From an optimization exercise on the open Yosys and OpenROAD flow, aimed at small area, a short achievable clock period and few clock cycles; shortcuts taken in it are not production practice. Only simulation tests tie the RTL to the original design; equivalence was not proved. No driver is modelled on the clock port, so clock power and skew are understated where the tree is cut down; a real chip needs a root buffer or a tree. No activity file was given, so power comes from the tool's default toggle rates.

==> run G <==
==> flow/design.v <==
module cic_core (
    input  wire sys_clk,
    input  wire block_rst,       
    input  wire dclk_in,         
    input  wire dio_in,          
    input  wire reset_held,      
    input  wire cancel,          
    output reg  dio_drive_low,   
    output reg  terminated,      
    output reg  busy             
);
    localparam [92:0] PRE_BITS =
        93'b111101000111001111110000100001001010001101011111010001110010000001011110010011100101111011000;
    localparam [3:0]
        ST_WAIT  = 4'd0,
        ST_TERM  = 4'd1,    
        ST_PRE   = 4'd2,    
        ST_DRAIN = 4'd3,    
        ST_CMD   = 4'd4,    
        ST_CPAD  = 4'd5,    
        ST_CWR   = 4'd6,    
        ST_VMARK = 4'd7,    
        ST_VRD   = 4'd8,    
        ST_VSYNC = 4'd9,    
        ST_VWR   = 4'd10,   
        ST_RACK  = 4'd11,   
        ST_DIE   = 4'd12;   
    reg  [3:0]   st;            
    reg  [6:0]   cnt;           
    reg          wait_act;      
    reg          cap_q;         
    reg          rbit;          
    reg          rst_q;         
    reg  [60:1]  mv;
    reg  [15:1]  ob;            
    reg          eng_run;       
    reg          eng_wait;      
    reg          eng_v1;        
    reg          eng_v2;        
    reg          eng_v3;        
    reg  [1:0]   eng_rnd;
    reg  [3:0]   eng_x;         
    reg  [3:0]   eng_bs;        
    reg          eng_have;      
    reg          eng_need;      
    reg  [120:0] ring;
    reg  [6:0]   vw;
    reg          vpend;         
    reg          vfetch;        
    reg  [3:0]   va_a;          
    reg          va_carry;
    wire [3:0] m1  = mv[4:1],   m2  = mv[8:5],   m3  = mv[12:9],  m4  = mv[16:13];
    wire [3:0] m5  = mv[20:17], m6  = mv[24:21], m7  = mv[28:25], m8  = mv[32:29];
    wire [3:0] m9  = mv[36:33], m10 = mv[40:37], m11 = mv[44:41], m12 = mv[48:45];
    wire [3:0] m13 = mv[52:49], m14 = mv[56:53], m15 = mv[60:57];
    function [3:0] add4;
        input [3:0] a, b;
        input       ci;
        reg   [4:0] c;
        integer     i;
        begin
            c[0] = ci;
            for (i = 0; i < 4; i = i + 1) begin
                add4[i] = a[i] ^ b[i] ^ c[i];
                c[i+1]  = (a[i] & b[i]) | (c[i] & (a[i] ^ b[i]));
            end
        end
    endfunction
    function cout4;
        input [3:0] a, b;
        input       ci;
        reg   [4:0] c;
        integer     i;
        begin
            c[0] = ci;
            for (i = 0; i < 4; i = i + 1)
                c[i+1] = (a[i] & b[i]) | (c[i] & (a[i] ^ b[i]));
            cout4 = c[4];
        end
    endfunction
    wire [3:0] xe  = eng_x;
    wire [3:0] n1  = add4(m1, xe, 1'b1);
    wire [3:0] n2  = ~add4(n1, m2, 1'b1);
    wire [3:0] t3  = add4(m2, m3, 1'b1);
    wire       ca  = ~cout4(m2, m3, 1'b1);                  
    wire [3:0] n3b = add4(m2, {m3[2:0], 1'b1}, 1'b0);        
    wire [3:0] n3  = ca ? t3 : n3b;
    wire [3:0] n4a = add4(m3, m4, 1'b0);
    wire [3:0] n4  = ca ? n4a : add4(n3b, m4, 1'b0);
    wire [3:0] n5a = add4(n4a, m5, 1'b0);
    wire [3:0] n5b = add4({~m4[3], m4[2:0]}, m4[3] ? 4'd0 : m5, 1'b0);
    wire [3:0] n5  = ca ? n5a : n5b;
    wire [3:0] n6a = add4({~m5[3], m5[2:0]}, m5[3] ? 4'd0 : m6, 1'b0);
    wire [3:0] n6b = add4(m5, m6, 1'b1);
    wire [3:0] n6  = ca ? n6a : n6b;
    wire [3:0] bs  = ca ? m6 : n6b;                         
    wire [3:0] n7  = add4(eng_bs, m7, 1'b1);
    wire [3:0] n8  = add4(n7, m8, 1'b1);
    wire [3:0] n9  = add4(n8, m9, 1'b1);
    wire [3:0] n10 = add4(m9, m10, 1'b1);
    wire [3:0] n11 = add4(n10, m11, 1'b1);
    wire [3:0] n12 = add4(n11, m12, 1'b1);
    wire [3:0] n13 = add4(m12, m13, 1'b1);
    wire [3:0] n14 = add4(n13, m14, 1'b1);
    wire [3:0] n15 = add4(n14, m15, 1'b1);
    wire eng_busy = eng_run || eng_wait || eng_v1 || eng_v2 || eng_v3;
    wire eng_fin  = eng_v3 && !eng_v2 && !eng_v1 && !eng_run && !eng_wait;
    wire eng_take = eng_need && eng_have;                    
    wire [3:0] nib  = {ring[2], ring[4], ring[6], ring[8]};
    wire [3:0] va_1 = {va_a[3] ^ ~nib[0], va_a[2:0]};
    wire [3:0] va_2 = {va_1[3] ^ (va_1[2] & ~va_1[1]), va_1[2] ^ ~va_1[1], va_1[1:0]};
    wire [3:0] va_3 = add4(va_2, nib, 1'b0);
    wire [3:0] va_5 = add4({va_3[2:0], 1'b0}, va_carry ? 4'd0 : 4'd7, 1'b0);
    wire [4:0] va_6 = {cout4(va_5, va_3, va_carry), add4(va_5, va_3, va_carry)};
    wire [3:0] va_7 = ~va_6[3:0];
    wire is_read = (st == ST_DRAIN) || (st == ST_CMD) || (st == ST_CPAD) ||
                   (st == ST_VRD);
    wire can_cap = !terminated && !rst_q && (st != ST_WAIT) && (st != ST_DIE) &&
                   !((st == ST_CWR) && eng_need) && !vpend && !vfetch;
    reg wbit;
    always @(*) begin
        case (st)
            ST_PRE:   wbit = PRE_BITS[cnt];
            ST_CWR:   wbit = ob[cnt[3:0]];
            ST_VMARK: wbit = ~cnt[0];                        
            ST_VWR:   wbit = va_a[3 - cnt[1:0]];              
            default:  wbit = 1'b0;                           
        endcase
    end
    wire drive0   = can_cap && !is_read && !wbit;            
    wire capture  = can_cap && !wait_act && !dclk_in;
    wire complete = wait_act && dclk_in;
    wire die_now  = complete && ((st == ST_DIE) ||
                    (cap_q && st == ST_CMD && cnt[0] && !cnt[1] && rbit));
    reg [3:0] st_a;
    reg [6:0] cnt_a;
    always @(*) begin
        st_a  = st;
        cnt_a = cnt;
        if (cap_q) begin
            cnt_a = cnt + 7'd1;
            case (st)
                ST_PRE:   if (cnt == 7'd92) begin st_a = ST_DRAIN; cnt_a = 7'd0; end
                ST_DRAIN: if (cnt == 7'd7)  begin st_a = ST_CMD;   cnt_a = 7'd0; end
                ST_CMD: begin
                    cnt_a = {5'd0, rbit, 1'b1};      
                    if (cnt[0]) begin
                        cnt_a = 7'd0;
                        case ({cnt[1], rbit})
                            2'b00:   st_a = ST_CPAD;
                            2'b01:   st_a = ST_DIE;
                            2'b10:   st_a = ST_VMARK;
                            default: st_a = ST_RACK;
                        endcase
                    end
                end
                ST_CPAD: begin st_a = ST_CWR; cnt_a = cnt; end
                ST_CWR: begin
                    if (cnt[3:0] == 4'hF) begin st_a = ST_CMD; cnt_a = 7'd0; end
                    else                        st_a = ST_CPAD;
                end
                ST_VMARK: if (cnt == 7'd7)   begin st_a = ST_VRD;   cnt_a = 7'd0; end
                ST_VRD:   if (cnt == 7'd119) begin st_a = ST_VSYNC; cnt_a = 7'd0; end
                ST_VSYNC: begin st_a = ST_VWR; cnt_a = 7'd0; end
                ST_VWR:   if (cnt == 7'd119) begin st_a = ST_CMD;   cnt_a = 7'd0; end
                ST_RACK:  begin st_a = ST_CMD; cnt_a = 7'd0; end
                default: ;
            endcase
        end
        if (eng_take)                        
            cnt_a = {3'd0, (m7 == 4'd0) ? 4'd1 : m7};
        if (st == ST_WAIT || rst_q) cnt_a = 7'd0;
    end
    wire kill       = block_rst || cancel;
    wire wait_act_d = !(kill || dclk_in) && (wait_act || can_cap);
    wire dd_d       = !(kill || dclk_in) && (wait_act ? dio_drive_low : drive0);
    wire term_d     = !block_rst && (terminated || cancel || die_now);
    wire [3:0] st_d = (rst_q || st == ST_WAIT) ? (reset_held ? ST_WAIT : ST_PRE) : st_a;
    wire cmd_cmp   = cap_q && (st == ST_CMD) && cnt[0] && !cnt[1] && !rbit;
    wire eng_start = (cap_q && (st == ST_DRAIN) && (cnt == 7'd7)) || eng_take;
    wire eng_have_d = !rst_q && ((eng_have || eng_fin) && !eng_take);
    wire eng_need_d = !rst_q && ((eng_need || cmd_cmp) && !eng_take);
    wire eng_end   = eng_run && (xe == 4'd0);                
    wire eng_rest   = eng_wait && eng_v3 && !eng_v2 && !eng_v1;   
    wire eng_run_d  = !rst_q && (eng_start || (eng_run && !eng_end) || eng_rest);
    wire eng_wait_d = !rst_q &&
                      ((eng_end && eng_rnd != 2'd2) || (eng_wait && !eng_rest));
    wire eng_v1_d   = !rst_q && eng_run;
    wire eng_v2_d   = !rst_q && eng_v1;
    wire eng_v3_d   = !rst_q && eng_v2;
    wire v_al    = &vw;
    wire v_rd    = cap_q && (st == ST_VRD);                  
    wire v_wr    = (v_rd && (v_al || cnt == 7'd0)) || (vpend && v_al);
    wire v_nx    = cap_q && ((st == ST_VSYNC) ||
                   (st == ST_VWR && cnt[1:0] == 2'd3 && cnt != 7'd119));
    wire v_ft    = (v_nx || vfetch) && v_al;                 
    wire vpend_d  = !rst_q && ((v_rd || vpend) && !v_wr);
    wire vfetch_d = !rst_q && ((v_nx || vfetch) && !v_ft);
    always @(posedge sys_clk) begin
        st            <= st_d;
        cnt           <= cnt_a;
        wait_act      <= wait_act_d;
        dio_drive_low <= dd_d;
        terminated    <= term_d;
        busy          <= ((st_a == ST_CWR) && eng_need_d) ||
                         ((v_rd || vpend) && !v_wr) || ((v_nx || vfetch) && !v_ft);
        cap_q         <= capture && !block_rst;
        rst_q         <= block_rst;
        eng_run       <= eng_run_d;
        eng_wait      <= eng_wait_d;
        eng_v1        <= eng_v1_d;
        eng_v2        <= eng_v2_d;
        eng_v3        <= eng_v3_d;
        eng_have      <= eng_have_d;
        eng_need      <= eng_need_d;
        if (eng_take)
            ob <= {m15[0], m14[0], m13[0], m12[0], m11[0], m10[0], m9[0], m8[0],
                   m7[0], m6[0], m5[0], m4[0], m3[0], m2[0], m1[0]};
        if (capture)
            rbit <= dio_in;
        if (!eng_busy) begin                       
            eng_x     <= m15;
            eng_rnd   <= 2'd0;
        end
        if (eng_rest)                              
            eng_x     <= n15;
        if (eng_run) begin
            eng_x     <= xe - 4'd1;
            eng_bs    <= bs;
            if (xe == 4'd0) eng_rnd <= eng_rnd + 2'd1;
        end
        if (eng_run)
            mv[4:1] <= n1;
        else if (cap_q && st == ST_DRAIN && cnt[2])
            mv[4:1] <= {mv[3:1], rbit};               
        if (rst_q)
            mv[24:5] <= 20'hB8F41;                    
        else if (eng_run)
            mv[24:5] <= {n6, n5, n4, n3, n2};
        if (rst_q)
            mv[36:25] <= 12'hC75;                     
        else if (eng_v1)
            mv[36:25] <= {n9, n8, n7};
        if (rst_q)
            mv[48:37] <= 12'h16D;                     
        else if (eng_v2)
            mv[48:37] <= {n12, n11, n10};
        if (rst_q)
            mv[60:49] <= 12'h89E;                     
        else if (eng_v3)
            mv[60:49] <= {n15, n14, n13};
        ring  <= {v_wr ? rbit : ring[0], ring[120:1]};
        vpend  <= vpend_d;
        vfetch <= vfetch_d;
        if (v_wr)
            vw <= 7'b0111111;                      
        else if (v_ft)
            vw <= 7'b0101010;                      
        else
            vw <= v_al ? 7'b0000001 : {vw[5:0], vw[6] ^ vw[5]};
        if (v_ft) begin
            va_a     <= va_7;
            va_carry <= va_6[4];
        end else if (cap_q && st == ST_CMD) begin
            va_a     <= 4'd5;
            va_carry <= 1'b1;
        end
    end
endmodule
==> flow/flow/run.sh <==
#!/bin/bash
# Standard layout, with:
#  - repair_timing aiming for setup slack 11 ns (a tighter achieved period)
#    instead of 0,
#  - 70% utilisation,
#  - buf_4 cells as the port buffers (every port is still buffered),
#  - a clock tree of clkbuf_8 leaf buffers (at most 15 flip-flops each)
#    under clkbuf_16, without dummy clock loads.
set -euo pipefail
bash standard.sh SETUP_SLACK_MARGIN=11 CORE_UTILIZATION=70 \
  "BUFFER_PORTS_ARGS=-buffer_cell sky130_fd_sc_hd__buf_4" \
  "CTS_ARGS=-sink_clustering_enable -repair_clock_nets -dont_use_dummy_load -sink_clustering_size 15 -sink_clustering_max_diameter 60 -buf_list sky130_fd_sc_hd__clkbuf_8 -root_buf sky130_fd_sc_hd__clkbuf_16" \
  finish > run_standard.log 2>&1
==> flow/standard.sh <==
#!/bin/bash
# synth_recipe.tcl (not shown) runs the flow's synth.tcl, then flattens the netlist and writes it again
# the make line also repeats each setting of config.mk as NAME=value (left out here)
make -C /OpenROAD-flow-scripts/flow DESIGN_CONFIG=/design/flow/config.mk WORK_HOME=/design/flow/orfs CLKGATE_MAP_FILE= SYNTH_SCRIPT=/design/flow/synth_recipe.tcl "${@:-finish}"
==> flow/config.mk <==
export PLATFORM = sky130hd
export DESIGN_NAME = cic_core
export DESIGN_NICKNAME = cic_core
export VERILOG_FILES = /design/flow/design.v
export SDC_FILE = /design/flow/constraint.sdc
export NUM_CORES = 4
export LEC_CHECK = 0
export CAP_MARGIN = 20
export CORE_MARGIN = 2
export CORE_UTILIZATION = 40
export SLEW_MARGIN = 20
==> flow/constraint.sdc <==
create_clock -name core_clock -period 15.0 [get_ports {sys_clk}]
set_input_delay 3.0000 -clock core_clock [delete_from_list [all_inputs] [get_ports {sys_clk}]]
set_output_delay 3.0000 -clock core_clock [all_outputs]
set_load 0.01 [all_outputs]
==> run F (differences from run G) <==
==> flow/flow/run.sh (replaced) <==
#!/bin/bash
# Standard layout, with:
#  - repair_timing aiming for setup slack 11.3 ns (a tighter achieved period)
#    instead of 0,
#  - 70% utilisation,
#  - buf_4 cells as the port buffers (every port is still buffered),
#  - after CTS, a two-level clock tree (flow/post_cts.tcl, flow/rebuild.tcl).
set -euo pipefail
export POST_CTS_TCL="$PWD/flow/post_cts.tcl"
bash standard.sh SETUP_SLACK_MARGIN=11.3 CORE_UTILIZATION=70 \
  "BUFFER_PORTS_ARGS=-buffer_cell sky130_fd_sc_hd__buf_4" \
  "CTS_ARGS=-sink_clustering_enable -repair_clock_nets -dont_use_dummy_load -sink_clustering_size 15 -sink_clustering_max_diameter 60 -buf_list sky130_fd_sc_hd__clkbuf_8 -root_buf sky130_fd_sc_hd__clkbuf_16" \
  finish > run_standard.log 2>&1
==> flow/flow/post_cts.tcl (new file) <==
# Run by ORFS's CTS step after clock_tree_synthesis and its repair (the
# POST_CTS_TCL hook): replace TritonCTS's three-level clock tree by a
# two-level one (two root buffers driving ten leaf buffers, all clkbuf_16, each
# leaf serving a balanced cluster of flip-flops), which has a shorter and
# equal clock latency everywhere; then legalise and repair timing again.
source [file join [file dirname [info script]] rebuild.tcl]
rebuild_clock_tree 10 sky130_fd_sc_hd__clkbuf_16 sky130_fd_sc_hd__clkbuf_16 2
set_propagated_clock [all_clocks]
detailed_placement
estimate_parasitics -placement
repair_timing_helper
detailed_placement
check_placement -verbose
==> flow/flow/rebuild.tcl (new file) <==
# Replace the clock tree with two levels: one root buffer drives nleaf leaf
# buffers, each placed at the centre of a k-means cluster of flip-flops.
proc rebuild_clock_tree { nleaf leafbuf rootbuf {nroot 1} } {
  set db [ord::get_db]
  set block [ord::get_db_block]
  set clk [$block findNet sys_clk]
  # remove the existing clock buffers, moving their sinks back onto sys_clk
  set sinks {}
  set todo [list $clk]
  set bufs {}
  set loads {}
  while {[llength $todo]} {
    set net [lindex $todo 0]; set todo [lrange $todo 1 end]
    foreach it [$net getITerms] {
      if {[$it getIoType] ne "INPUT"} { continue }
      set inst [$it getInst]
      set mname [[$inst getMaster] getName]
      if {[string match "clkload*" [$inst getName]]} {
        lappend loads $inst
      } elseif {[string match "sky130_fd_sc_hd__clkbuf_*" $mname] && [string match "clkbuf_*" [$inst getName]]} {
        lappend bufs $inst
        set onet [[$inst findITerm X] getNet]
        if {$onet ne "NULL" && $onet ne ""} { lappend todo $onet }
      } else {
        lappend sinks $it
      }
    }
  }
  foreach inst $bufs {
    set onet [[$inst findITerm X] getNet]
    odb::dbInst_destroy $inst
    if {$onet ne "NULL" && $onet ne ""} {
      if {[llength [$onet getITerms]] == 0 || 1} {
        foreach it [$onet getITerms] { $it disconnect }
        odb::dbNet_destroy $onet
      }
    }
  }
  foreach inst $loads { odb::dbInst_destroy $inst }
  foreach it $sinks { catch {$it disconnect}; $it connect $clk }
  puts "removed [llength $bufs] clock buffers, [llength $sinks] sinks"
  # k-means on sink positions
  set pts {}
  foreach it $sinks {
    set b [[$it getInst] getBBox]
    lappend pts [list [expr {([$b xMin]+[$b xMax])/2}] [expr {([$b yMin]+[$b yMax])/2}]]
  }
  set n [llength $pts]
  set order [lsort -integer -index 0 $pts]
  set cent {}
  for {set k 0} {$k < $nleaf} {incr k} { lappend cent [lindex $order [expr {int(($k + 0.5) * $n / $nleaf)}]] }
  for {set iter 0} {$iter < 40} {incr iter} {
    set cap [expr {int(ceil(double($n) / $nleaf)) + 2}]
    set pairs {}
    set i 0
    foreach p $pts {
      for {set k 0} {$k < $nleaf} {incr k} {
        set c [lindex $cent $k]
        lappend pairs [list [expr {abs([lindex $p 0]-[lindex $c 0]) + abs([lindex $p 1]-[lindex $c 1])}] $i $k]
      }
      incr i
    }
    set pairs [lsort -real -index 0 $pairs]
    set asg [lrepeat $n -1]
    set used [lrepeat $nleaf 0]
    set left $n
    foreach pr $pairs {
      lassign $pr d i k
      if {[lindex $asg $i] >= 0 || [lindex $used $k] >= $cap} { continue }
      lset asg $i $k
      lset used $k [expr {[lindex $used $k] + 1}]
      incr left -1
      if {$left == 0} { break }
    }
    set sx [lrepeat $nleaf 0.0]; set sy [lrepeat $nleaf 0.0]; set sc [lrepeat $nleaf 0]
    foreach p $pts a $asg {
      lset sx $a [expr {[lindex $sx $a] + [lindex $p 0]}]
      lset sy $a [expr {[lindex $sy $a] + [lindex $p 1]}]
      lset sc $a [expr {[lindex $sc $a] + 1}]
    }
    for {set k 0} {$k < $nleaf} {incr k} {
      if {[lindex $sc $k] > 0} {
        lset cent $k [list [expr {int([lindex $sx $k]/[lindex $sc $k])}] [expr {int([lindex $sy $k]/[lindex $sc $k])}]]
      }
    }
  }
  puts "cluster sizes: $sc"
  # leaves split among nroot root buffers by x position; the clock port
  # drives the roots
  set lorder [lsort -integer -index 1 [lmap c $cent k [lrange [lsearch -all $cent *] 0 end] {list $k [lindex $c 0]}]]
  set rnets {}
  for {set r 0} {$r < $nroot} {incr r} {
    set mine [lrange $lorder [expr {$r * $nleaf / $nroot}] [expr {($r + 1) * $nleaf / $nroot - 1}]]
    set cx 0; set cy 0
    foreach m $mine { set c [lindex $cent [lindex $m 0]]; set cx [expr {$cx + [lindex $c 0]}]; set cy [expr {$cy + [lindex $c 1]}] }
    set cx [expr {$cx / [llength $mine]}]; set cy [expr {$cy / [llength $mine]}]
    set root [odb::dbInst_create $block [$db findMaster $rootbuf] clkbuf_root_$r]
    $root setLocation $cx $cy
    $root setPlacementStatus PLACED
    set rnet [odb::dbNet_create $block clknet_root_$r]
    $rnet setSigType CLOCK
    [$root findITerm A] connect $clk
    [$root findITerm X] connect $rnet
    foreach m $mine { set rootof([lindex $m 0]) $rnet }
  }
  foreach it $sinks { $it disconnect }
  for {set k 0} {$k < $nleaf} {incr k} {
    set c [lindex $cent $k]
    set leaf [odb::dbInst_create $block [$db findMaster $leafbuf] clkbuf_leaf_$k]
    $leaf setLocation [lindex $c 0] [lindex $c 1]
    $leaf setPlacementStatus PLACED
    set lnet [odb::dbNet_create $block clknet_leaf_$k]
    $lnet setSigType CLOCK
    [$leaf findITerm A] connect $rootof($k)
    [$leaf findITerm X] connect $lnet
    set ln($k) $lnet
  }
  foreach it $sinks a $asg { $it connect $ln($a) }
}
==> run A (differences from run G) <==
==> flow/flow/run.sh (replaced) <==
#!/bin/bash
# Standard layout, with:
#  - repair_timing aiming for setup slack 11 ns (a tighter achieved period)
#    instead of 0,
#  - 70% utilisation,
#  - buf_4 cells as the port buffers (every port is still buffered),
#  - a clock tree of clkbuf_8 leaf buffers (at most 15 flip-flops each)
#    under clkbuf_16.
set -euo pipefail
bash standard.sh SETUP_SLACK_MARGIN=11 CORE_UTILIZATION=70 \
  "BUFFER_PORTS_ARGS=-buffer_cell sky130_fd_sc_hd__buf_4" \
  "CTS_ARGS=-sink_clustering_enable -repair_clock_nets -sink_clustering_size 15 -sink_clustering_max_diameter 60 -buf_list sky130_fd_sc_hd__clkbuf_8 -root_buf sky130_fd_sc_hd__clkbuf_16" \
  finish > run_standard.log 2>&1
==> comparison <==
The lowest total power belongs to run G, the highest to run A.
Via count is about the same in run A and run G.
Wire length: run G < run A < run F.
Between run A and run G, the lower clock-buffer cell count is in run G (gap 1).
Between run F and run G, the lower hold slack is in run G (gap 0.0094 ns).
Run F completed without violations. Run A finished with timing, DRC and antenna clean. Run G completed without violations.
Testbench counts of run G, summed over its fixed seeds: cycles 64,299.
Testbench counts of run F, summed over its fixed seeds: cycles 64,299.
Testbench counts of run A, summed over its fixed seeds: cycles 64,299.
The clock cells of run F come from the design's own scripts or RTL, not from TritonCTS.

[static timing again, ports no longer ideal]
The flow's constraints put no driver on any port. The routed layouts listed below were extracted and timed again, unchanged, in two steps.
Step 1: set_driving_cell puts a clkbuf_16 on sys_clk and a buf_2 on each other input, an assumption about the parent block.
Step 2 adds t to the input delays and takes it off the output delays; t is the mean of the earliest and latest rising clock arrival at the registers after step 1. Input paths then give back, and output paths get back, about the clock's delay inside the block.
Three values: ideal ports, drivers, drivers and shift; two values: the first two.
run | t, ns | slack for setup (ns) | worst setup path after step 2 | worst register clock-pin slew, ns | worst data-port slew with drivers (ns)
run G | 0.504 | 11.074 / 11.030 / 11.046 | input to register | 0.10 / 0.10 | 0.03
run F | 0.384 | 11.218 / 11.163 / 11.068 | input to register | 0.10 / 0.10 | 0.04
run A | 0.511 | 11.054 / 11.010 / 11.060 | input to register | 0.10 / 0.10 | 0.03
After both steps every run listed still meets setup and hold. The setup slack of run F, which loses most, moves by -0.055 ns with the drivers and by -0.150 ns with both steps.
